Background: an optimization exercise with open tools, aiming at small area. Do not read the settings as production practice. Only simulation tests tie the RTL to the original design; equivalence was not proved. Power and IR drop assume default switching activity. The flow treats the clock pin as an ideal source, which a real chip does not have.

**flow/design.v**
```verilog
module flex_frame (
    input  wire        clk,
    input  wire        rst,
    input  wire        sym_valid,
    input  wire [1:0]  sym,
    output wire [1:0]  state,        
    output reg         ev_sync,
    output reg         ev_fiw_ok,
    output reg         ev_fiw_rej,
    output reg         ev_frame,
    output reg  [31:0] ev_info,
    output reg  [1:0]  ev_aux,
    output reg         wd_valid_a,   
    output wire        wd_valid_b,   
    output wire        wd_cd,        
    output wire [6:0]  wd_idx,
    output reg  [31:0] wd_word_a,
    output reg  [31:0] wd_word_b
);
    localparam [1:0] ST_SYNC1 = 2'd0, ST_FIW = 2'd1, ST_SYNC2 = 2'd2, ST_DATA = 2'd3;
    localparam integer LL = 248;      
    reg          st1, st0;      
    reg [63:0]   sync_buf;
    reg          pol;           
    reg [11:0]   cnt;           
    reg          toggle;        
    reg [3:0]    idle_seen;     
    reg          eq_a, eq_b, eq_c, eq_d;
    reg [3:0]    cycle_no;
    reg [6:0]    frame_no;
    reg [4:0]    s1;            
    reg [4:0]    dd;            
    reg          fiw_b31;       
    reg [LL-1:0] la, lb, lc, ld;
    reg          w0a, w0b;      
    function automatic [4:0] mul_a;
        input [4:0] v;
        mul_a = {v[3:0], 1'b0} ^ (v[4] ? 5'b00101 : 5'b00000);
    endfunction
    function automatic [4:0] gmul;
        input [4:0] a;
        input [4:0] b;
        integer k;
        reg [4:0] p, t;
        begin
            p = 5'd0;
            t = a;
            for (k = 0; k < 5; k = k + 1) begin
                if (b[k]) p = p ^ t;
                t = mul_a(t);
            end
            gmul = p;
        end
    endfunction
    function automatic [4:0] apow;      
        input integer n;
        integer k;
        begin
            apow = 5'd1;
            for (k = 0; k < n; k = k + 1) apow = mul_a(apow);
        end
    endfunction
    function automatic [4:0] dist16;
        input [15:0] d;
        integer k;
        begin
            dist16 = 5'd0;
            for (k = 0; k < 16; k = k + 1) dist16 = dist16 + {4'd0, d[k]};
        end
    endfunction
    function automatic [5:0] pop32;
        input [31:0] d;
        integer k;
        begin
            pop32 = 6'd0;
            for (k = 0; k < 32; k = k + 1) pop32 = pop32 + {5'd0, d[k]};
        end
    endfunction
    function automatic amo8;
        input [7:0] v;
        reg a0, a1, n0, n1;
        begin
            a0 = (v[0] & (v[1] | v[2] | v[3])) | (v[1] & (v[2] | v[3])) | (v[2] & v[3]);
            a1 = (v[4] & (v[5] | v[6] | v[7])) | (v[5] & (v[6] | v[7])) | (v[6] & v[7]);
            n0 = |v[3:0];
            n1 = |v[7:4];
            amo8 = !a0 && !a1 && !(n0 && n1);
        end
    endfunction
    function automatic amo16;
        input [15:0] v;
        amo16 = amo8(v[7:0]) && amo8(v[15:8]) && !(|v[7:0] && |v[15:8]);
    endfunction
    function automatic [1:0] near32;
        input [31:0] y;
        reg [1:0] fa [0:9];
        reg [1:0] fb [0:3];
        reg [1:0] fc;
        reg [14:0] cy;
        reg u0, u1;
        integer k;
        begin
            for (k = 0; k < 10; k = k + 1) begin
                fa[k] = y[3 * k] + y[3 * k + 1] + y[3 * k + 2];
                cy[k] = fa[k][1];
            end
            fb[0] = fa[0][0] + fa[1][0] + fa[2][0];
            fb[1] = fa[3][0] + fa[4][0] + fa[5][0];
            fb[2] = fa[6][0] + fa[7][0] + fa[8][0];
            fb[3] = fa[9][0] + y[30] + y[31];
            for (k = 0; k < 4; k = k + 1) cy[10 + k] = fb[k][1];
            fc = fb[0][0] + fb[1][0] + fb[2][0];
            cy[14] = fc[1];
            u0 = fc[0];
            u1 = fb[3][0];
            near32[0] = amo16({1'b0, cy}) && (!(|cy) || !(u0 && u1));
            near32[1] = amo16({1'b0, ~cy}) && ((&cy) || u0 || u1);
        end
    endfunction
    function automatic le3_16;
        input [15:0] y;
        reg [1:0] f0, f1, f2, f3, f4, f5, f6, h7;
        begin
            f0 = y[0]  + y[1]  + y[2];
            f1 = y[3]  + y[4]  + y[5];
            f2 = y[6]  + y[7]  + y[8];
            f3 = y[9]  + y[10] + y[11];
            f4 = y[12] + y[13] + y[14];
            f5 = f0[0] + f1[0] + f2[0];
            f6 = f3[0] + f4[0] + y[15];
            h7 = f5[0] + f6[0];
            le3_16 = amo8({f0[1], f1[1], f2[1], f3[1], f4[1], f5[1], f6[1], h7[1]});
        end
    endfunction
    wire [1:0] r     = pol ? ~sym : sym;
    wire       bit_a = r[1];
    wire       bit_b = sym[1] ^ sym[0];
    assign state = {st1, st0};
    wire       tog   = toggle;
    wire       inc   = !(tog && state == ST_DATA);
    wire [11:0] c    = cnt + {11'd0, inc};
    wire [63:0] nbuf  = {sync_buf[62:0], ~sym[1]};
    wire [1:0]  mnear = near32(nbuf[47:16] ^ 32'hA6C6AAAA);
    wire        cnear = le3_16(nbuf[63:48] ^ ~nbuf[15:0]);
    wire        hit_n = mnear[0] && cnear;
    wire        hit_i = mnear[1] && cnear;
    wire [15:0] code  = sync_buf[63:48] ^ {16{pol}};
    wire [1:0] mf0 = !code[2] + code[11] + code[12];
    wire [1:0] mf1 = code[2] + code[11] + !code[12];
    wire [1:0] mf2 = code[0] + code[1] + !code[15];
    wire [1:0] mf3 = code[0] + code[1] + code[15];
    wire [1:0] mf4 = code[5] + !code[10] + code[13];
    wire [1:0] mf5 = code[5] + code[10] + !code[13];
    wire [1:0] mf6 = !code[3] + code[4] + code[7];
    wire [1:0] mf7 = !code[3] + !code[4] + code[7];
    wire [1:0] mf8 = code[6] + !code[8] + !code[9];
    wire [1:0] mf9 = code[6] + code[8] + !code[9];
    wire [1:0] m1_f5 = mf0[0] + mf2[0] + mf4[0];
    wire [1:0] m1_f6 = mf6[0] + mf8[0] + code[14];
    wire [1:0] m1_h7 = m1_f5[0] + m1_f6[0];
    wire m1 = amo8({mf0[1], mf2[1], mf4[1], mf6[1], mf8[1], m1_f5[1], m1_f6[1], m1_h7[1]});    
    wire [1:0] m2_f5 = mf1[0] + mf2[0] + !mf4[0];
    wire [1:0] m2_f6 = mf6[0] + !mf8[0] + code[14];
    wire [1:0] m2_h7 = m2_f5[0] + m2_f6[0];
    wire m2 = amo8({mf1[1], mf2[1], !mf4[1], mf6[1], !mf8[1], m2_f5[1], m2_f6[1], m2_h7[1]});    
    wire [1:0] m3_f5 = !mf0[0] + mf3[0] + mf5[0];
    wire [1:0] m3_f6 = mf7[0] + mf8[0] + !code[14];
    wire [1:0] m3_h7 = m3_f5[0] + m3_f6[0];
    wire m3 = amo8({!mf0[1], mf3[1], mf5[1], mf7[1], mf8[1], m3_f5[1], m3_f6[1], m3_h7[1]});    
    wire [1:0] m4_f5 = !mf0[0] + mf2[0] + !mf5[0];
    wire [1:0] m4_f6 = !mf7[0] + mf9[0] + !code[14];
    wire [1:0] m4_h7 = m4_f5[0] + m4_f6[0];
    wire m4 = amo8({!mf0[1], mf2[1], !mf5[1], !mf7[1], mf9[1], m4_f5[1], m4_f6[1], m4_h7[1]});    
    wire [1:0] m5_f5 = !mf1[0] + mf3[0] + !mf5[0];
    wire [1:0] m5_f6 = mf7[0] + !mf8[0] + !code[14];
    wire [1:0] m5_h7 = m5_f5[0] + m5_f6[0];
    wire m5 = amo8({!mf1[1], mf3[1], !mf5[1], mf7[1], !mf8[1], m5_f5[1], m5_f6[1], m5_h7[1]});    
    wire known  = m1 | m2 | m3 | m4 | m5;
    wire baud32 = m3 | m4 | m5;
    wire lev4   = m2 | m4 | m5;
    wire [4:0] s1sq;
    wire       s1nz = |s1;
    wire [30:0] emask;           
    assign s1sq[0] = s1[0] ^ s1[4];
    assign s1sq[1] = s1[3];
    assign s1sq[2] = s1[1] ^ s1[4];
    assign s1sq[3] = s1[3] ^ s1[4];
    assign s1sq[4] = s1[2];
    assign emask[30] = s1nz & ~((s1[4] ^ dd[0]) | (s1[1] ^ s1[3] ^ dd[1]) | (s1[1] ^ s1[2] ^ s1[4] ^ dd[2]) | (s1[4] ^ dd[3]) | (s1[2] ^ s1[4] ^ dd[4]));
    assign emask[29] = s1nz & ~((s1[2] ^ s1[3] ^ dd[0]) | (s1[0] ^ dd[1]) | (s1[0] ^ s1[2] ^ dd[2]) | (1'b0 ^ dd[3]) | (s1[2] ^ s1[3] ^ s1[4] ^ dd[4]));
    assign emask[28] = s1nz & ~((s1[1] ^ s1[3] ^ dd[0]) | (1'b0 ^ dd[1]) | (s1[0] ^ s1[1] ^ s1[4] ^ dd[2]) | (s1[3] ^ s1[4] ^ dd[3]) | (s1[0] ^ s1[1] ^ s1[3] ^ s1[4] ^ dd[4]));
    assign emask[27] = s1nz & ~((s1[1] ^ s1[2] ^ dd[0]) | (s1[0] ^ s1[4] ^ dd[1]) | (s1[4] ^ dd[2]) | (s1[2] ^ dd[3]) | (s1[1] ^ s1[2] ^ s1[4] ^ dd[4]));
    assign emask[26] = s1nz & ~((s1[0] ^ dd[0]) | (s1[3] ^ dd[1]) | (s1[0] ^ s1[2] ^ s1[3] ^ dd[2]) | (s1[0] ^ s1[2] ^ dd[3]) | (s1[0] ^ s1[1] ^ s1[2] ^ s1[3] ^ dd[4]));
    assign emask[25] = s1nz & ~((s1[1] ^ s1[3] ^ s1[4] ^ dd[0]) | (s1[1] ^ s1[3] ^ dd[1]) | (s1[0] ^ s1[2] ^ dd[2]) | (s1[3] ^ dd[3]) | (s1[0] ^ s1[1] ^ s1[2] ^ s1[3] ^ dd[4]));
    assign emask[24] = s1nz & ~((s1[1] ^ s1[3] ^ dd[0]) | (s1[4] ^ dd[1]) | (s1[0] ^ s1[2] ^ s1[4] ^ dd[2]) | (s1[2] ^ dd[3]) | (s1[1] ^ s1[3] ^ dd[4]));
    assign emask[23] = s1nz & ~((s1[0] ^ s1[1] ^ s1[3] ^ dd[0]) | (s1[3] ^ dd[1]) | (s1[1] ^ s1[2] ^ s1[3] ^ s1[4] ^ dd[2]) | (s1[0] ^ s1[2] ^ s1[3] ^ s1[4] ^ dd[3]) | (s1[2] ^ s1[4] ^ dd[4]));
    assign emask[22] = s1nz & ~((s1[2] ^ s1[3] ^ s1[4] ^ dd[0]) | (s1[0] ^ s1[1] ^ s1[3] ^ s1[4] ^ dd[1]) | (s1[0] ^ s1[2] ^ s1[4] ^ dd[2]) | (s1[2] ^ s1[3] ^ dd[3]) | (s1[0] ^ s1[3] ^ s1[4] ^ dd[4]));
    assign emask[21] = s1nz & ~((s1[0] ^ s1[1] ^ s1[3] ^ dd[0]) | (s1[3] ^ s1[4] ^ dd[1]) | (s1[3] ^ s1[4] ^ dd[2]) | (s1[0] ^ dd[3]) | (s1[0] ^ s1[2] ^ dd[4]));
    assign emask[20] = s1nz & ~((s1[0] ^ s1[4] ^ dd[0]) | (s1[1] ^ dd[1]) | (s1[0] ^ s1[1] ^ s1[3] ^ s1[4] ^ dd[2]) | (s1[0] ^ s1[2] ^ s1[4] ^ dd[3]) | (s1[0] ^ s1[1] ^ s1[3] ^ s1[4] ^ dd[4]));
    assign emask[19] = s1nz & ~((s1[1] ^ s1[2] ^ s1[4] ^ dd[0]) | (s1[0] ^ s1[1] ^ s1[3] ^ dd[1]) | (1'b0 ^ dd[2]) | (s1[3] ^ dd[3]) | (s1[0] ^ s1[1] ^ s1[4] ^ dd[4]));
    assign emask[18] = s1nz & ~((1'b0 ^ dd[0]) | (s1[4] ^ dd[1]) | (s1[1] ^ s1[2] ^ dd[2]) | (s1[2] ^ s1[3] ^ s1[4] ^ dd[3]) | (s1[0] ^ s1[4] ^ dd[4]));
    assign emask[17] = s1nz & ~((s1[0] ^ s1[2] ^ s1[3] ^ dd[0]) | (s1[0] ^ s1[3] ^ s1[4] ^ dd[1]) | (s1[1] ^ s1[2] ^ s1[3] ^ dd[2]) | (s1[0] ^ s1[3] ^ s1[4] ^ dd[3]) | (s1[1] ^ dd[4]));
    assign emask[16] = s1nz & ~((s1[0] ^ s1[2] ^ s1[3] ^ s1[4] ^ dd[0]) | (s1[0] ^ s1[1] ^ s1[4] ^ dd[1]) | (s1[3] ^ s1[4] ^ dd[2]) | (s1[0] ^ s1[3] ^ dd[3]) | (s1[1] ^ s1[2] ^ s1[4] ^ dd[4]));
    assign emask[15] = s1nz & ~((s1[0] ^ s1[4] ^ dd[0]) | (s1[1] ^ s1[4] ^ dd[1]) | (s1[0] ^ s1[2] ^ s1[3] ^ s1[4] ^ dd[2]) | (s1[0] ^ s1[3] ^ dd[3]) | (s1[1] ^ s1[3] ^ dd[4]));
    assign emask[14] = s1nz & ~((s1[0] ^ s1[1] ^ s1[3] ^ s1[4] ^ dd[0]) | (s1[1] ^ s1[4] ^ dd[1]) | (s1[1] ^ s1[2] ^ s1[3] ^ dd[2]) | (s1[0] ^ s1[4] ^ dd[3]) | (s1[0] ^ s1[4] ^ dd[4]));
    assign emask[13] = s1nz & ~((s1[0] ^ s1[2] ^ s1[3] ^ s1[4] ^ dd[0]) | (s1[0] ^ s1[1] ^ dd[1]) | (s1[1] ^ s1[2] ^ s1[3] ^ s1[4] ^ dd[2]) | (s1[0] ^ s1[2] ^ s1[4] ^ dd[3]) | (s1[0] ^ s1[1] ^ s1[2] ^ dd[4]));
    assign emask[12] = s1nz & ~((s1[2] ^ s1[3] ^ s1[4] ^ dd[0]) | (s1[0] ^ s1[1] ^ s1[3] ^ dd[1]) | (s1[0] ^ s1[1] ^ s1[4] ^ dd[2]) | (s1[4] ^ dd[3]) | (s1[3] ^ dd[4]));
    assign emask[11] = s1nz & ~((s1[1] ^ s1[2] ^ dd[0]) | (s1[0] ^ dd[1]) | (s1[1] ^ s1[2] ^ s1[4] ^ dd[2]) | (s1[3] ^ s1[4] ^ dd[3]) | (s1[0] ^ s1[1] ^ s1[2] ^ dd[4]));
    assign emask[10] = s1nz & ~((s1[2] ^ s1[3] ^ dd[0]) | (s1[0] ^ s1[4] ^ dd[1]) | (s1[0] ^ s1[1] ^ dd[2]) | (s1[2] ^ s1[3] ^ s1[4] ^ dd[3]) | (s1[0] ^ s1[2] ^ s1[3] ^ dd[4]));
    assign emask[9] = s1nz & ~((s1[0] ^ s1[1] ^ s1[2] ^ dd[0]) | (s1[0] ^ s1[3] ^ s1[4] ^ dd[1]) | (s1[0] ^ s1[2] ^ s1[3] ^ s1[4] ^ dd[2]) | (s1[0] ^ dd[3]) | (s1[0] ^ s1[3] ^ s1[4] ^ dd[4]));
    assign emask[8] = s1nz & ~((s1[0] ^ s1[1] ^ s1[3] ^ s1[4] ^ dd[0]) | (s1[1] ^ dd[1]) | (s1[3] ^ dd[2]) | (s1[0] ^ s1[2] ^ s1[3] ^ dd[3]) | (1'b0 ^ dd[4]));
    assign emask[7] = s1nz & ~((s1[4] ^ dd[0]) | (s1[1] ^ s1[3] ^ s1[4] ^ dd[1]) | (s1[4] ^ dd[2]) | (s1[2] ^ s1[3] ^ dd[3]) | (s1[0] ^ s1[2] ^ dd[4]));
    assign emask[6] = s1nz & ~((s1[0] ^ dd[0]) | (s1[3] ^ s1[4] ^ dd[1]) | (s1[0] ^ s1[1] ^ s1[3] ^ dd[2]) | (s1[0] ^ s1[3] ^ s1[4] ^ dd[3]) | (s1[1] ^ s1[2] ^ s1[3] ^ s1[4] ^ dd[4]));
    assign emask[5] = s1nz & ~((s1[0] ^ s1[1] ^ s1[2] ^ s1[4] ^ dd[0]) | (s1[0] ^ s1[1] ^ s1[4] ^ dd[1]) | (s1[0] ^ s1[1] ^ s1[3] ^ dd[2]) | (s1[0] ^ s1[4] ^ dd[3]) | (s1[0] ^ s1[2] ^ s1[3] ^ dd[4]));
    assign emask[4] = s1nz & ~((s1[0] ^ s1[1] ^ s1[2] ^ s1[4] ^ dd[0]) | (s1[0] ^ s1[1] ^ dd[1]) | (s1[0] ^ s1[2] ^ s1[3] ^ dd[2]) | (s1[0] ^ s1[2] ^ s1[3] ^ dd[3]) | (s1[2] ^ s1[3] ^ s1[4] ^ dd[4]));
    assign emask[3] = s1nz & ~((s1[1] ^ s1[3] ^ s1[4] ^ dd[0]) | (s1[1] ^ s1[3] ^ s1[4] ^ dd[1]) | (s1[0] ^ s1[1] ^ dd[2]) | (s1[2] ^ s1[4] ^ dd[3]) | (s1[1] ^ s1[2] ^ s1[3] ^ s1[4] ^ dd[4]));
    assign emask[2] = s1nz & ~((s1[0] ^ s1[1] ^ s1[2] ^ dd[0]) | (s1[0] ^ s1[3] ^ dd[1]) | (s1[0] ^ s1[1] ^ s1[3] ^ s1[4] ^ dd[2]) | (s1[0] ^ s1[2] ^ s1[3] ^ s1[4] ^ dd[3]) | (s1[3] ^ dd[4]));
    assign emask[1] = s1nz & ~((s1[1] ^ s1[2] ^ s1[4] ^ dd[0]) | (s1[0] ^ s1[1] ^ s1[3] ^ s1[4] ^ dd[1]) | (s1[1] ^ s1[2] ^ dd[2]) | (s1[2] ^ s1[4] ^ dd[3]) | (s1[1] ^ dd[4]));
    assign emask[0] = s1nz & ~((s1[0] ^ s1[2] ^ s1[3] ^ dd[0]) | (s1[0] ^ s1[3] ^ dd[1]) | (s1[3] ^ dd[2]) | (s1[0] ^ s1[2] ^ dd[3]) | (s1[0] ^ s1[1] ^ s1[4] ^ dd[4]));
    wire       bch_ok = s1nz ? |emask : ~|dd;
    wire [1:0] nfix   = !s1nz ? 2'd0 : (dd == 5'd0) ? 2'd1 : 2'd2;
    reg [30:0] fx;
    integer b;
    always @* begin
        for (b = 0; b < 31; b = b + 1) fx[b] = la[30 - b] ^ emask[b];
    end
    wire [3:0] fsum = fx[3:0] + fx[7:4] + fx[11:8] + fx[15:12] + fx[19:16] + {3'd0, fx[20]};
    wire last_bit = &c[7:0];
    wire w7       = &c[2:0];
    wire first_w  = ~|c[7:3];
    wire same_a   = bit_a ~^ la[7];
    wire same_b   = bit_b ~^ lb[7];
    wire same_c   = bit_a ~^ lc[7];
    wire same_d   = bit_b ~^ ld[7];
    wire idl_a    = eq_a & same_a;
    wire idl_b    = eq_b & same_b;
    wire idl_c    = eq_c & same_c;
    wire idl_d    = eq_d & same_d;
    reg [3:0] idle_n;
    always @* begin
        idle_n = idle_seen;
        if (last_bit) begin
            if (!tog) begin
                idle_n[0] = idle_seen[0] | idl_a;
                idle_n[1] = idle_seen[1] | idl_b;
            end else begin
                idle_n[2] = idle_seen[2] | idl_c;
                idle_n[3] = idle_seen[3] | idl_d;
            end
        end
    end
    function automatic all_idle_f;
        input [3:0] v;
        input       b32;
        input       l4;
        all_idle_f = v[0] & (v[1] | !l4) & (v[2] | !b32) & (v[3] | !(b32 & l4));
    endfunction
    wire full_step = (c == 12'hAFF) && (!baud32 || tog);
    wire fiw_bit = (c[5] || (c[4] && |c[3:0])) && c[6:0] != 7'd48;
    wire enA = sym_valid && ((state == ST_DATA && !tog) ||
                             (state == ST_FIW && fiw_bit));
    wire enC = sym_valid && state == ST_DATA && tog;
    wire holdA = !sym_valid || (state == ST_DATA ? tog : !(state == ST_FIW && fiw_bit));
    wire holdC = !sym_valid || (state == ST_DATA ? !tog : 1'b1);
    always @(posedge clk) begin
        if (enA && w7) begin
            eq_a <= first_w | idl_a;
            eq_b <= first_w | idl_b;
        end
        if (enC && w7) begin
            eq_c <= first_w | idl_c;
            eq_d <= first_w | idl_d;
        end
        w0a <= tog ? lc[LL-1] : la[LL-1];
        w0b <= tog ? ld[LL-1] : lb[LL-1];
        la <= (la | {LL{enA}}) & ({la[LL-2:0], bit_a} | {LL{holdA}});
        lb <= (lb | {LL{enA}}) & ({lb[LL-2:0], bit_b} | {LL{holdA}});
        lc <= (lc | {LL{enC}}) & ({lc[LL-2:0], bit_a} | {LL{holdC}});
        ld <= (ld | {LL{enC}}) & ({ld[LL-2:0], bit_b} | {LL{holdC}});
    end
    always @(posedge clk) begin
        if (rst) begin
            {st1, st0}      <= ST_SYNC1;
            sync_buf   <= 64'd0;
            pol        <= 1'b0;
            cycle_no   <= 4'd0;
            frame_no   <= 7'd0;
            ev_sync    <= 1'b0;
            ev_fiw_ok  <= 1'b0;
            ev_fiw_rej <= 1'b0;
            ev_frame   <= 1'b0;
            wd_valid_a <= 1'b0;
        end else begin
            ev_sync    <= 1'b0;
            ev_fiw_ok  <= 1'b0;
            ev_fiw_rej <= 1'b0;
            ev_frame   <= 1'b0;
            wd_valid_a <= 1'b0;
            if (sym_valid) begin
                case (state)
                    ST_SYNC1: begin
                        sync_buf <= nbuf;
                        if (hit_n || hit_i) begin
                            pol     <= hit_i;
                            cnt     <= 12'd0;
                            {st1, st0}   <= ST_FIW;
                            ev_sync <= 1'b1;
                        end
                    end
                    ST_FIW: begin
                        cnt <= c;
                        if (fiw_bit) begin
                            if (c[6:0] == 7'd17) begin
                                s1 <= {4'd0, bit_a};
                                dd <= 5'd0;
                            end else begin
                                s1 <= mul_a(s1) ^ {4'd0, bit_a};
                                dd <= mul_a(mul_a(mul_a(dd))) ^
                                      ({5{bit_a}} & (mul_a(mul_a(s1sq)) ^ mul_a(s1)));
                            end
                        end
                        if (c[6:0] == 7'd48) begin
                            fiw_b31 <= bit_a;
                            cnt     <= 12'd0;
                            if (!bch_ok || fsum != 4'hF) begin
                                ev_fiw_rej <= 1'b1;
                                {st1, st0}      <= ST_SYNC1;
                            end else begin
                                cycle_no  <= fx[7:4];
                                frame_no  <= fx[14:8];
                                ev_fiw_ok <= 1'b1;
                                {st1, st0}     <= ST_SYNC2;
                            end
                        end
                    end
                    ST_SYNC2: begin
                        cnt <= c;
                        if (c[6:0] == (baud32 ? 7'd80 : 7'd40)) begin
                            cnt       <= 12'hFFF;
                            toggle    <= 1'b0;
                            idle_seen <= 4'd0;
                            {st1, st0}     <= ST_DATA;
                        end
                    end
                    ST_DATA: begin
                        cnt        <= c;
                        toggle     <= !tog && baud32;
                        idle_seen  <= idle_n;
                        wd_valid_a <= &c[7:3];
                        if (full_step || all_idle_f(idle_n, baud32, lev4)) begin
                            ev_frame <= 1'b1;
                            {st1, st0}    <= ST_SYNC1;
                        end
                    end
                endcase
            end
        end
    end
    assign wd_cd      = baud32 & ~toggle;
    assign wd_idx     = {cnt[11:8], cnt[2:0]};
    assign wd_valid_b = wd_valid_a & lev4;
    integer k;
    always @* begin
        wd_word_a[0] = w0a;
        wd_word_b[0] = w0b;
        for (k = 1; k < 32; k = k + 1) begin
            wd_word_a[k] = wd_cd ? lc[8 * (31 - k)] : la[8 * (31 - k)];
            wd_word_b[k] = wd_cd ? ld[8 * (31 - k)] : lb[8 * (31 - k)];
        end
    end
    wire [31:0] fiw_info = {fiw_b31 & ~bch_ok, fx};
    wire full_post = (cnt == 12'hAFF) && !toggle;
    always @* begin
        if (ev_sync) begin
            ev_info = {12'd0, known, lev4, baud32, pol, code};
            ev_aux  = 2'd0;
        end else if (ev_frame) begin
            ev_info = {18'd0, lev4, baud32, pol, cycle_no, frame_no};
            ev_aux  = {all_idle_f(idle_seen, baud32, lev4), full_post};
        end else begin
            ev_info = fiw_info;
            ev_aux  = ev_fiw_ok ? nfix : {1'b0, bch_ok};
        end
    end
endmodule
```
**flow/flow/run.sh**
```bash
#!/bin/bash
# Own flow: the standard layout (standard.sh) with
#  - synthesis through flow/synth.tcl (the standard script, with the delay lines' hold
#    multiplexers mapped to o22a cells and an area-oriented ABC script for the rest),
#  - clock tree built from clkbuf_16 (clusters of up to 30 sinks) with no dummy loads,
#  - port buffers of sky130_fd_sc_hd__buf_1.
# The make output goes to flow_make.log in the work folder; ORFS's own logs are in orfs/logs.
set -euo pipefail
W=$(pwd)
export MY_ABC_SCRIPT="$W/flow/area.abc"
export MY_PAT="$W/flow/o22a_pat.v"
CTS="-sink_clustering_enable -repair_clock_nets -dont_use_dummy_load -buf_list sky130_fd_sc_hd__clkbuf_16 -sink_clustering_size 30 -sink_clustering_max_diameter 100"
BUFP="-buffer_cell sky130_fd_sc_hd__buf_1"
export CTS_ARGS="$CTS"
export BUFFER_PORTS_ARGS="$BUFP"
sed -e "s|SYNTH_SCRIPT=[^ ]*|SYNTH_SCRIPT=$W/flow/synth.tcl|" standard.sh > my_standard.sh
grep -q "SYNTH_SCRIPT=$W/flow/synth.tcl" my_standard.sh
bash my_standard.sh "CTS_ARGS=$CTS" "BUFFER_PORTS_ARGS=$BUFP" finish > flow_make.log 2>&1
```
**flow/flow/area.abc**
```
strash
balance
rewrite
refactor
balance
rewrite
rewrite -z
balance
refactor -z
rewrite -z
balance
balance
rewrite
refactor
balance
rewrite
rewrite -z
balance
refactor -z
rewrite -z
balance
dch -f
amap
```
**flow/flow/o22a_pat.v**
```verilog
module sky130_fd_sc_hd__o22a_1 (A1, A2, B1, B2, X);
  input A1, A2, B1, B2;
  output X;
  wire a, n;
  \$_OR_ u1 (.A(A1), .B(A2), .Y(a));
  \$_NOR_ u2 (.A(B1), .B(B2), .Y(n));
  \$_ANDNOT_ u3 (.A(a), .B(n), .Y(X));
endmodule
```
**flow/flow/synth.tcl**
```tcl
# The standard synthesis script (synth_recipe.tcl), with two changes just before ABC:
# the hold multiplexers of the delay lines, (q | en) & (d | hold), are mapped to o22a
# cells (extract with the pattern in MY_PAT), and ABC maps the rest of the logic with the
# area-oriented script named by MY_ABC_SCRIPT. The registers are mapped by dfflibmap
# before this, so they are the standard synthesis's registers.
proc synth {args} { yosys synth -nofsm -noshare {*}$args }
proc abc {args} {
  set i [lsearch -exact $args -script]
  if {$i >= 0} { set args [lreplace $args $i [expr {$i + 1}] -script $::env(MY_ABC_SCRIPT)] }
  yosys extract -map $::env(MY_PAT)
  yosys abc {*}$args
}
source $::env(SCRIPTS_DIR)/synth.tcl
# left out here: clear keep_hierarchy, flatten, clean up, hide names made inside functions, write 1_2_yosys.v
```
**flow/standard.sh**
```bash
#!/bin/bash
# synth_recipe.tcl (not shown) runs the flow's synth.tcl, then flattens the netlist and writes it again
# the make line also repeats each setting of config.mk as NAME=value (left out here)
make -C /OpenROAD-flow-scripts/flow DESIGN_CONFIG=/design/flow/config.mk WORK_HOME=/design/flow/orfs CLKGATE_MAP_FILE= SYNTH_SCRIPT=/design/flow/synth_recipe.tcl "${@:-finish}"
```
**flow/config.mk**
```make
export PLATFORM = sky130hd
export DESIGN_NAME = flex_frame
export DESIGN_NICKNAME = flex_frame
export VERILOG_FILES = /design/flow/design.v
export SDC_FILE = /design/flow/constraint.sdc
export NUM_CORES = 4
export LEC_CHECK = 0
export CAP_MARGIN = 20
export CORE_MARGIN = 2
export CORE_UTILIZATION = 65
export PLACE_DENSITY = 0.8
export SLEW_MARGIN = 20
```
**flow/constraint.sdc**
```tcl
create_clock -name core_clock -period 40.0 [get_ports {clk}]
set_input_delay 8.0000 -clock core_clock [delete_from_list [all_inputs] [get_ports {clk}]]
set_output_delay 8.0000 -clock core_clock [all_outputs]
set_load 0.01 [all_outputs]
```
==> flow_summary.json, run 1 <==
{
  "crit_fanout": 65,
  "mostFrequentLayoutCells": "dfxtp_1 (1077), o22a_1 (1052), clkinv_1 (171)",
  "synth_flop_cell": "dfxtp_1",
  "grt_max_degree": 275,
  "antenna_cells": 0,
  "tns_ns": 0,
  "cts_tree": "built",
  "clk_latency_ns": 0.58,
  "synthesis.area_um2": 37900,
  "syn_avg_cell_area_um2": 12.0,
  "clkTransAtPathRegs_ns": 0.11,
  "viasPerCell": 6.59,
  "ys_warn_count": 3,
  "p_per_area_nw_per_um2": 69.6,
  "timing.final.crit_period_ns": 15.49,
  "finClkSkew_ns": 0.0589,
  "fin_nets": 3408,
  "antenna_found_initial": 0,
  "ys_seq_area_share_pct": 59.4,
  "setup_violations": 0,
  "synth_fp_nets": 3223,
  "slew_viol_final": 0,
  "vdd_drop_max_mv": 0.0600,
  "die_w_um": 246,
  "dpl_cell_area_um2": 39500,
  "crit_top_cell": "clkinv_1",
  "io_pins": 119,
  "maxSlewHeadroom_pct": 26.8,
  "hold_viol_final": 0,
  "rows": 88,
  "cpPeakStageDelay_ns": 0.77,
  "arrival_ns": 7.49,
  "gp_congestion": 0.964,
  "ant_nets": 0,
  "drc_errors": 0,
  "routedWlPerCell_um": 21.2,
  "hpwlAfterDp_um": 58000,
  "syn_to_final_growth_pct": 7.45,
  "cts_hold_buffers": 0,
  "synth_edf_count": 32,
  "gr-usage-all-layers_pct": 27.8,
  "crit_chain": "clkinv_1 -> o22ai_1 -> clkinv_1 -> fa_1 -> clkinv_1 -> fa_1 -> clkinv_1 -> nand2_1 -> o21ai_0 -> o21ai_0 -> o41ai_1 -> nor2_1 -> nor2_4 -> buf_4 -> inv_2 -> buf_4 -> o22a_1 -> buf_1",
  "worstHoldPathType": "reg -> reg",
  "r2r_slack_ns": 31.31,
  "final_common_cell": "dfxtp_1",
  "vias": 27022,
  "synthCells": 3154,
  "worstMarginPinSlew_ns": 1.10,
  "cts_resized": 0,
  "nFillCells": 4088,
  "htree_num_levels": 2,
  "gr-total-overflow": 0,
  "initial_core_util_pct": 65.7,
  "grt_pass1_wl_um": 136000,
  "cts_buffers": 44,
  "chipHeight_um": 246,
  "maxCapViolCount": 0,
  "cp-end-kind": "output pin",
  "grt_pass1_vias": 25647,
  "crit_required_ns": 32.00,
  "rsz0062_at_grt": "no",
  "drt-initial-drc-count": 2288,
  "drive_above_1_share_pct": 2.58,
  "synth_seq_cells": 1109,
  "ys_types": 47,
  "wirelength_um": 86800,
  "worstSetupPathType": "reg -> out",
  "first_pass_iters": 6,
  "fmax_mhz": 64.6,
  "core_area_um2": 57700,
  "clock_sinks": 1109,
  "cp-start-kind": "flip-flop",
  "io_buffers": 118,
  "finalCritPeriodShare_pct": 38.7,
  "p_leak_nw": 14.5,
  "cts.path.max_buffers": 3,
  "cts-root-buf": "clkbuf_16",
  "cpMaxStageDelayCell": "dfxtp_1",
  "die_area_um2": 60300,
  "post_cts_buffers": 0,
  "ys_async_sr_fraction_pct": 0,
  "final_cell_area_um2": 40700,
  "outcome": "no timing/DRC/antenna violations",
  "hold_slack_ns": 0.430
}
[synth_stat cells (2+ instances only)]
cell type  instances  area, µm²
a2111o_1           2       22.5
a2111oi_0          2       17.5
a211oi_1           5       37.5
a21oi_1           64        320
a221oi_1          34        298
a222oi_1           3       30.0
a22oi_1            7       52.6
and3_1             4       25.0
buf_4             11       82.6
clkinv_1         174        653
dfxtp_1         1077      21600
edfxtp_1          32        961
fa_1              54       1080
ha_1              10        125
nand2_1           92        345
nand2b_1           6       37.5
nand3_1            8       40.0
nand4_1            4       25.0
nor2_1           124        465
nor2b_1            6       37.5
nor3_1            51        255
nor3b_1            5       37.5
nor4_1            15       93.8
nor4b_1            5       43.8
o2111ai_1          3       26.3
o21a_1            16        120
o21ai_0           96        480
o221a_1           29        327
o221ai_1          17        149
o22a_1          1052       9210
o22ai_1          105        657
o41a_1             2       22.5
or2_0              3       18.8
or3_1             21        131
or4_1              3       22.5
[cell type report]
cell class | instances | area, µm² | share of cell area, %
repair buffers | 150 | 785 | 1.93
multi-input cells | 1860 | 14700 | 36.1
well taps | 765 | 957 | 2.35
clock buffers | 44 | 1100 | 2.70
flip-flops and latches | 1109 | 22500 | 55.3
inverters | 174 | 661 | 1.62
[stage by stage]
stage | worst slack, ns | power, mW | utilization, % | std cells
floorplan | 8.44 | 2.13 | - | 3154
global placement | 25.62 | 2.28 | 68.5 | 4054
detailed placement | 25.30 | 2.34 | 68.5 | 4054
CTS | 24.64 | 2.85 | 70.5 | 4098
global route | 23.95 | 2.98 | 70.6 | 4102
finish | 24.51 | 2.83 | 70.6 | 4102
[power by group]
part | leakage (nW) | internal, mW | switching, mW
sequential | 9.28 | 1.43 | 0.217
clock | 0.542 | 0.199 | 0.312
combinational | 4.69 | 0.382 | 0.296
[path summary, 6_finish.rpt]
check	startpoint	endpoint	depth (start not counted)
worst max-delay path	pol	wd_word_b[31]	18
worst min-delay path	lc[23]	lc[24]	1
worst max register to register	s1[3]	frame_no[4]	28
worst min register to register	lc[23]	lc[24]	1
[registers in the layout (all words and copies together), names as in the netlist, 4 cells and up]
name and count:
cnt 12, cycle_no 4, dd 5, frame_no 7, idle_seen 4, la 248, lb 248, lc 248
ld 248, s1 5, sync_buf 64
[per-layer routing]
layer,wire length (µm),global-route usage (%),vias to the layer above
met3,4380,2.82,134
met2,41900,46.9,721
li1,-,-,12825
met1,38100,38.2,13342
met4,2350,7.63,0
met5,0,0,-
[cell families after synthesis]
| kind of cell | synth area share, % |
|---|---|
| AOI/OAI and AO/OA | 31.2 |
| xor gates and xnor gates | 0.0231 |
| adders and majority gates | 3.18 |
| buffers and inverters | 1.94 |
| DFF | 59.4 |
| and+or+nand+nor | 4.23 |
[worst max-delay path: cells and delay by family (launching register included)]
kind	cells	cell delay [ns]
buffers and inverters	8	2.95
AO/OA/AOI/OAI	5	1.50
adder cells (fa/ha/maj)	2	0.99
flip-flops	1	0.77
AND/OR/NAND/NOR	3	0.54
==> run 2: changes to the inputs <==
--- a/flow/config.mk
+++ b/flow/config.mk
@@ -6,7 +6,7 @@
 export NUM_CORES = 4
 export LEC_CHECK = 0
-export CAP_MARGIN = 20
+export CAP_MARGIN = 0
 export CORE_MARGIN = 2
 export CORE_UTILIZATION = 65
 export PLACE_DENSITY = 0.8
-export SLEW_MARGIN = 20
+export SLEW_MARGIN = 0
==> run 2 against run 1 <==
Final cell count barely moved. Via count rose by 0.16%. Critical endpoint is now wd_word_b[27]. Power hardly changed. Largest power group unchanged. Combinational power is essentially flat.
==> flow_summary.json, run 2 <==
{
  "multi_input_area_um2": 14700,
  "slew_viol_final": 0,
  "gr-usage-all-layers_pct": 27.9,
  "gp_congestion": 0.964,
  "ys_warn_count": 3,
  "htree_num_levels": 2,
  "p_per_area_nw_per_um2": 69.7,
  "crit_fanout": 65,
  "synth-simple-area-share_pct": 4.23,
  "antenna_found_initial": 0,
  "drt-initial-drc-count": 2245,
  "die_area_um2": 60300,
  "synthMuxAreaShare_pct": 0,
  "io_buffers": 118,
  "r2r_end": "cycle_no[0]",
  "rsz0062_at_grt": "no",
  "wirelength_um": 86500,
  "crit_required_ns": 32.00,
  "cpPeakStageDelay_ns": 0.78,
  "synth_compound_area_share_pct": 31.2,
  "hold_viol_final": 0,
  "vias": 27065,
  "clock_sinks": 1109,
  "rows": 88,
  "nFillCells": 4104,
  "cpMaxStageDelayCell": "dfxtp_1",
  "synth_xor_area_share_pct": 0.0231,
  "ys_async_sr_fraction_pct": 0,
  "grt_pass1_wl_um": 137000,
  "clk_latency_ns": 0.59,
  "viasPerCell": 6.60,
  "r2r_slack_ns": 31.20,
  "clkTransAtPathRegs_ns": 0.11,
  "cts-root-buf": "clkbuf_16",
  "cp-start-kind": "flip-flop",
  "vdd_drop_max_mv": 0.0582,
  "holdPathStages": 1,
  "finClkSkew_ns": 0.0535,
  "finalCritPeriodShare_pct": 38.6,
  "hpwlAfterDp_um": 58000,
  "cts_hold_buffers": 0,
  "setup_violations": 0,
  "worstMarginPinSlew_ns": 1.17,
  "routedWlPerCell_um": 21.1,
  "crit_chain": "clkinv_1 -> o22ai_1 -> clkinv_1 -> fa_1 -> clkinv_1 -> fa_1 -> clkinv_1 -> nand2_1 -> o21ai_0 -> o21ai_0 -> o41ai_1 -> nor2_1 -> nor2_4 -> buf_4 -> inv_2 -> buf_4 -> o22a_1 -> buf_1",
  "maxCapViolCount": 0,
  "synth_flop_cell": "dfxtp_1",
  "synthesis.area_um2": 37900,
  "worstSetupPathType": "reg -> out",
  "post_cts_buffers": 0,
  "initial_core_util_pct": 65.7,
  "synthAdderAreaFrac_pct": 3.18,
  "hold_path_startpoint": "lb[33]",
  "rr_worst_depth": 28,
  "timing.final.crit_period_ns": 15.44,
  "final_common_cell": "dfxtp_1",
  "grt_pass1_vias": 25721,
  "cts.path.max_buffers": 3,
  "synth_top_area_cell": "dfxtp_1",
  "maxSlewHeadroom_pct": 21.9,
  "fin_nets": 3404,
  "whs_endpoint": "lb[34]",
  "grt_max_degree": 275,
  "yosys-top-cells-count": "dfxtp_1 (1077), o22a_1 (1052), clkinv_1 (174)",
  "tns_ns": 0,
  "fmax_mhz": 64.7,
  "arrival_ns": 7.44,
  "final_util_pct": 70.5,
  "cts_resized": 0,
  "yosysMostFrequentCell": "dfxtp_1",
  "gr-total-overflow": 0,
  "synth_seq_cells": 1109,
  "cts_buffers": 44,
  "chipHeight_um": 246,
  "worstReg2RegStart": "s1[3]",
  "mostFrequentLayoutCells": "dfxtp_1 (1077), o22a_1 (1052), clkinv_1 (171)",
  "synthCells": 3154,
  "ant_nets": 0,
  "cp-end-kind": "output pin",
  "worstHoldPathType": "reg -> reg",
  "drc_errors": 0,
  "syn_to_final_growth_pct": 7.21,
  "hold_slack_ns": 0.432,
  "drive_above_1_share_pct": 2.46,
  "p_leak_nw": 14.5,
  "synth.top_cell.area_share_pct": 56.9,
  "core_area_um2": 57700,
  "ys_types": 47,
  "synth_edf_count": 32,
  "syn_avg_cell_area_um2": 12.0,
  "die_w_um": 246,
  "cts_tree": "built",
  "synth_fp_nets": 3223,
  "outcome": "no timing/DRC/antenna violations",
  "first_pass_iters": 5,
  "io_pins": 119,
  "synthTopCellsByArea": "dfxtp_1 (57%), o22a_1 (24%), fa_1 (2.9%), edfxtp_1 (2.5%), o22ai_1 (1.7%)",
  "synth_top_family_by_area": "compound AO/OA/AOI/OAI gates",
  "crit_top_cell": "clkinv_1",
  "ys_seq_area_share_pct": 59.4,
  "regArea_um2": 22500
}
-- run 2: cell counts after synthesis --
No cell type changed its count.
-- run 2: worst max path at each step --
stage	startpoint	end	depth (start not counted)
after global routing	pol	wd_word_b[31]	18
after global placement	pol	wd_word_b[31]	18
after detailed placement	pol	wd_word_a[29]	18
after floorplan	sym_valid	eq_c	4
final	pol	wd_word_b[27]	18
after CTS	pol	wd_word_a[29]	18
-- run 2: through the flow --
stage / instances / setup slack (ns) / instance area, µm² / power, mW
after floorplan: 3154 / 8.44 / 37900 / 2.13
after global placement: 4054 / 25.62 / 39500 / 2.28
after detailed placement: 4054 / 25.30 / 39500 / 2.34
after CTS: 4098 / 24.64 / 40600 / 2.85
after global routing: 4098 / 23.94 / 40600 / 2.98
final: 4099 / 24.56 / 40700 / 2.83
-- run 2: logic make-up (layout without fill, tap and decap cells) --
family	count (synthesis)	count (layout)
AOI/OAI and AO/OA	1445	1445
DFF	1109	1109
and+or+nand+nor	350	350
buffers and inverters	185	364
adders and majority gates	64	64
xor gates and xnor gates	1	1
other	0	1
-- run 2: area by class of cell --
class,instances,area share [%]
multi-input combinational,1860,36.2
sequential,1109,55.4
timing repair buffer,146,1.70
tap,765,2.35
clock buffer,44,2.71
antenna,1,0.00616
inverter,174,1.63
-- run 2: worst max-delay path, delay by kind of cell, from the launching register on --
| family | cells | cell delay (ns) |
|---|---|---|
| adder cells (fa/ha/maj) | 2 | 0.99 |
| flip-flops | 1 | 0.78 |
| AO/OA/AOI/OAI | 5 | 1.46 |
| AND/OR/NAND/NOR | 3 | 0.51 |
| buffers and inverters | 8 | 2.95 |
-- run 2: layer usage --
layer,vias up,wire length (µm),GRT usage (%)
met5,-,0,0
met4,0,1940,7.29
li1,12819,-,-
met2,673,42000,47.6
met1,13454,38300,37.9
met3,119,4200,3.34
-- run 2: report_power, final --
part           leakage (nW)  switching (mW)  total, mW  internal [mW]
logic                  4.65           0.295      0.677          0.381
registers              9.28           0.217       1.65           1.43
clock network         0.542           0.312      0.511          0.199
total                  14.5           0.824       2.83           2.01
==> run 3: changes to the inputs <==
==> flow/flow/area.abc (replaced) <==
strash
dc2
balance
rewrite
refactor
balance
rewrite
rewrite -z
balance
refactor -z
rewrite -z
balance
dch -f
amap
==> run 3 against run 2 <==
Worst hold slack worse by 0.019 ns. Highest routed layer is now met5. Still clean on timing, DRC and antenna. Largest power group unchanged. Synthesized cell count down 0.67%. Clock-buffer cell count is 1 higher. Register-to-register slack gained 0.39 ns. Critical endpoint is now wd_word_a[17].
==> flow_summary.json, run 3 <==
{
  "vias": 27341,
  "cpPeakStageDelay_ns": 0.78,
  "p_leak_nw": 14.4,
  "arrival_ns": 6.72,
  "intPower_mw": 1.55,
  "final_cell_area_um2": 40600,
  "final_common_cell": "dfxtp_1",
  "fmax_mhz": 67.9,
  "fin_ws_ns": 25.28,
  "worstMarginPinSlew_ns": 1.42,
  "first_pass_iters": 9,
  "grt_pass1_wl_um": 146000,
  "synth_edf_count": 32,
  "finalCritPeriodShare_pct": 36.8,
  "synth.top_cell.area_share_pct": 57.0,
  "cpMaxStageDelayCell": "dfxtp_1",
  "cts_tree": "built",
  "synth_top_area_cell": "dfxtp_1",
  "maxCapViolCount": 0,
  "gp_congestion": 0.962,
  "crit_required_ns": 32.00,
  "gr-total-overflow": 0,
  "synth_flop_cell": "dfxtp_1",
  "tns_ns": 0,
  "ys_warn_count": 3,
  "clockPowerShare_pct": 25.2,
  "dpl_cell_area_um2": 39400,
  "cp-end-kind": "output pin",
  "synth_fp_nets": 3202,
  "fin_cells": 4076,
  "setup_violations": 0,
  "ys_types": 48,
  "ys_seq_area_share_pct": 59.5,
  "ant_nets": 0,
  "cts_buffers": 45,
  "p_sw_share_pct": 24.2,
  "p_per_area_nw_per_um2": 50.5,
  "crit_chain": "clkinv_1 -> o22ai_1 -> clkinv_1 -> fa_1 -> clkinv_1 -> fa_1 -> nand2b_1 -> nand2_1 -> nor2_1 -> a21oi_1 -> a2111oi_0 -> a31oi_1 -> nor2b_1 -> buf_4 -> nor2_4 -> buf_4 -> o22a_1 -> buf_1",
  "ys_async_sr_fraction_pct": 0,
  "totalPowerFinal_mw": 2.05,
  "syn_to_final_growth_pct": 7.20,
  "clk_latency_ns": 0.66,
  "timing.final.crit_period_ns": 14.72,
  "cts.path.max_buffers": 3,
  "post_cts_buffers": 0,
  "hpwlAfterDp_um": 60100,
  "die_area_um2": 60200,
  "grt_pass1_vias": 26617,
  "gr-usage-all-layers_pct": 30.1,
  "nFillCells": 3784,
  "cp-start-kind": "flip-flop",
  "pwr-share-comb_pct": 11.4,
  "switchingPower_uw": 496,
  "die_w_um": 245,
  "outcome": "no timing/DRC/antenna violations",
  "synthCells": 3133,
  "synth_seq_cells": 1109,
  "cts_hold_buffers": 0,
  "crit_top_cell": "clkinv_1",
  "rows": 88,
  "grt_max_degree": 261,
  "clock_sinks": 1109,
  "syn_avg_cell_area_um2": 12.1,
  "crit_fanout": 64,
  "chipHeight_um": 245,
  "worstHoldPathType": "reg -> reg",
  "antenna_cells": 0,
  "rsz0062_at_grt": "no",
  "synthTopCellsByArea": "dfxtp_1 (57%), o22a_1 (24%), fa_1 (2.9%), edfxtp_1 (2.5%), o22ai_1 (1.7%)",
  "io_pins": 119,
  "io_buffers": 118,
  "clkTransAtPathRegs_ns": 0.11,
  "drt-initial-drc-count": 2252,
  "yosysMostFrequentCell": "dfxtp_1",
  "mostFrequentLayoutCells": "dfxtp_1 (1077), o22a_1 (1053), clkinv_1 (162)",
  "dp_slack_ns": 26.08,
  "viasPerCell": 6.71,
  "vdd_drop_max_mv": 0.0467,
  "finClkSkew_ns": 0.0832,
  "hold_viol_final": 0,
  "drive_above_1_share_pct": 2.39,
  "yosys-top-cells-count": "dfxtp_1 (1077), o22a_1 (1053), clkinv_1 (165)",
  "core_area_um2": 57600,
  "htree_num_levels": 2,
  "seqPwrFrac_pct": 63.5,
  "wirelength_um": 92300,
  "drc_errors": 0,
  "worstSetupPathType": "reg -> out",
  "initial_core_util_pct": 65.7,
  "maxSlewHeadroom_pct": 5.23,
  "antenna_found_initial": 1,
  "slew_viol_final": 0,
  "cts_resized": 0,
  "post-place-cells": 4031,
  "fin_nets": 3382,
  "synthesis.area_um2": 37800,
  "routedWlPerCell_um": 22.7,
  "cts-root-buf": "clkbuf_16"
}
[run 3: cell types whose count changed after synthesis, moves of 5 or more]
cell / previous run / this run
nand2_1: 92 / 87
a221oi_1: 34 / 24
or4_1: 3 / 8
nor2_1: 124 / 119
clkinv_1: 174 / 165
or3_1: 21 / 26
nor3_1: 51 / 36
o21a_1: 16 / 3
nand3_1: 8 / 13
a211oi_1: 5 / 14
[run 3: path summary, 6_finish.rpt]
check	start	endpoint	slack, ns	cells after the start
worst max-delay path	pol	wd_word_a[17]	25.28	18
worst min-delay path	lc[81]	lc[82]	0.41	1
worst max register to register	s1[0]	cycle_no[0]	31.59	27
worst min register to register	lc[81]	lc[82]	0.41	1
[run 3: layer usage]
layer  routed length [µm]  GRT usage [%]  vias to the layer above  part of all wire [%]
met4                 2820           10.0                        2                   3.1
met3                 5200           4.03                      182                   5.6
met1                38900           39.4                    13570                    42
li1                     -              -                    12760                     -
met2                45400           51.7                      827                    49
met5                   13              0                        -                 0.014
[run 3: power by group through the flow]
stage	combinational, mW	clock, mW	sequential, mW
after floorplan	0.182	0	1.29
after global placement	0.217	0	1.31
after detailed placement	0.230	0	1.32
after CTS	0.234	0.524	1.30
after global routing	0.257	0.561	1.31
final	0.233	0.516	1.30
[run 3: worst max-delay path: cells and delay by family (launching register included)]
kind                       cells  cell delay, ns
and+or+nand+nor                5            0.56
adders and majority gates      2            1.08
buffers and inverters          6            2.16
AOI/OAI and AO/OA              5            1.43
DFF                            1            0.78
[run 3: cells by family (layout without fill, tap and decap cells)]
logic type / Yosys count / after routing / share of synthesized area [%]
and+or+nand+nor: 342 / 342 / 4.22
xor gates and xnor gates: 5 / 5 / 0.116
AOI/OAI and AO/OA: 1437 / 1437 / 31.1
adders and majority gates: 64 / 64 / 3.19
DFF: 1109 / 1109 / 59.5
buffers and inverters: 176 / 354 / 1.85
[run 3: metrics by stage]
stage / hold slack [ns] / utilization [%]
final: 0.413 / 70.5
after global routing: 0.421 / 70.5
after CTS: 0.418 / 70.5
after detailed placement: 0.450 / 68.5
after global placement: 0.443 / 68.5
after floorplan: 0.437 / -
[run 3: final cells by class]
type | count | area [µm²] | area share [%]
Multi-Input combinational cell | 1848 | 14700 | 36.1
Timing Repair Buffer | 144 | 676 | 1.67
Clock buffer | 45 | 1130 | 2.78
Sequential cell | 1109 | 22500 | 55.5
Inverter | 165 | 634 | 1.56
Tap cell | 765 | 957 | 2.36

==> what the ideal ports hide <==
Ports are ideal in the flow. The routed layouts listed here were re-timed in OpenROAD.
Step 1 sets driving cells, clkbuf_16 on the clock port and buf_2 on the other inputs (assumed; they add their load-dependent delay and slew).
Step 2 also shifts input and output timing later by t, the mid clock arrival at the registers, as if the neighbouring blocks saw the same clock.
a / b / c = ideal ports / drivers / drivers and shift; a / b = the first two.
run	shift t [ns]	setup WS [ns]	worst setup path at the end	clock arrival spread, ns
run 1	0.642	24.509 / 24.446 / 25.088	register to output	0.113 / 0.114
run 2	0.639	24.556 / 24.494 / 25.132	register to output	0.087 / 0.087
run 3	0.660	25.280 / 25.215 / 25.875	register to output	0.123 / 0.124
After both steps setup and hold are still met in every run listed.
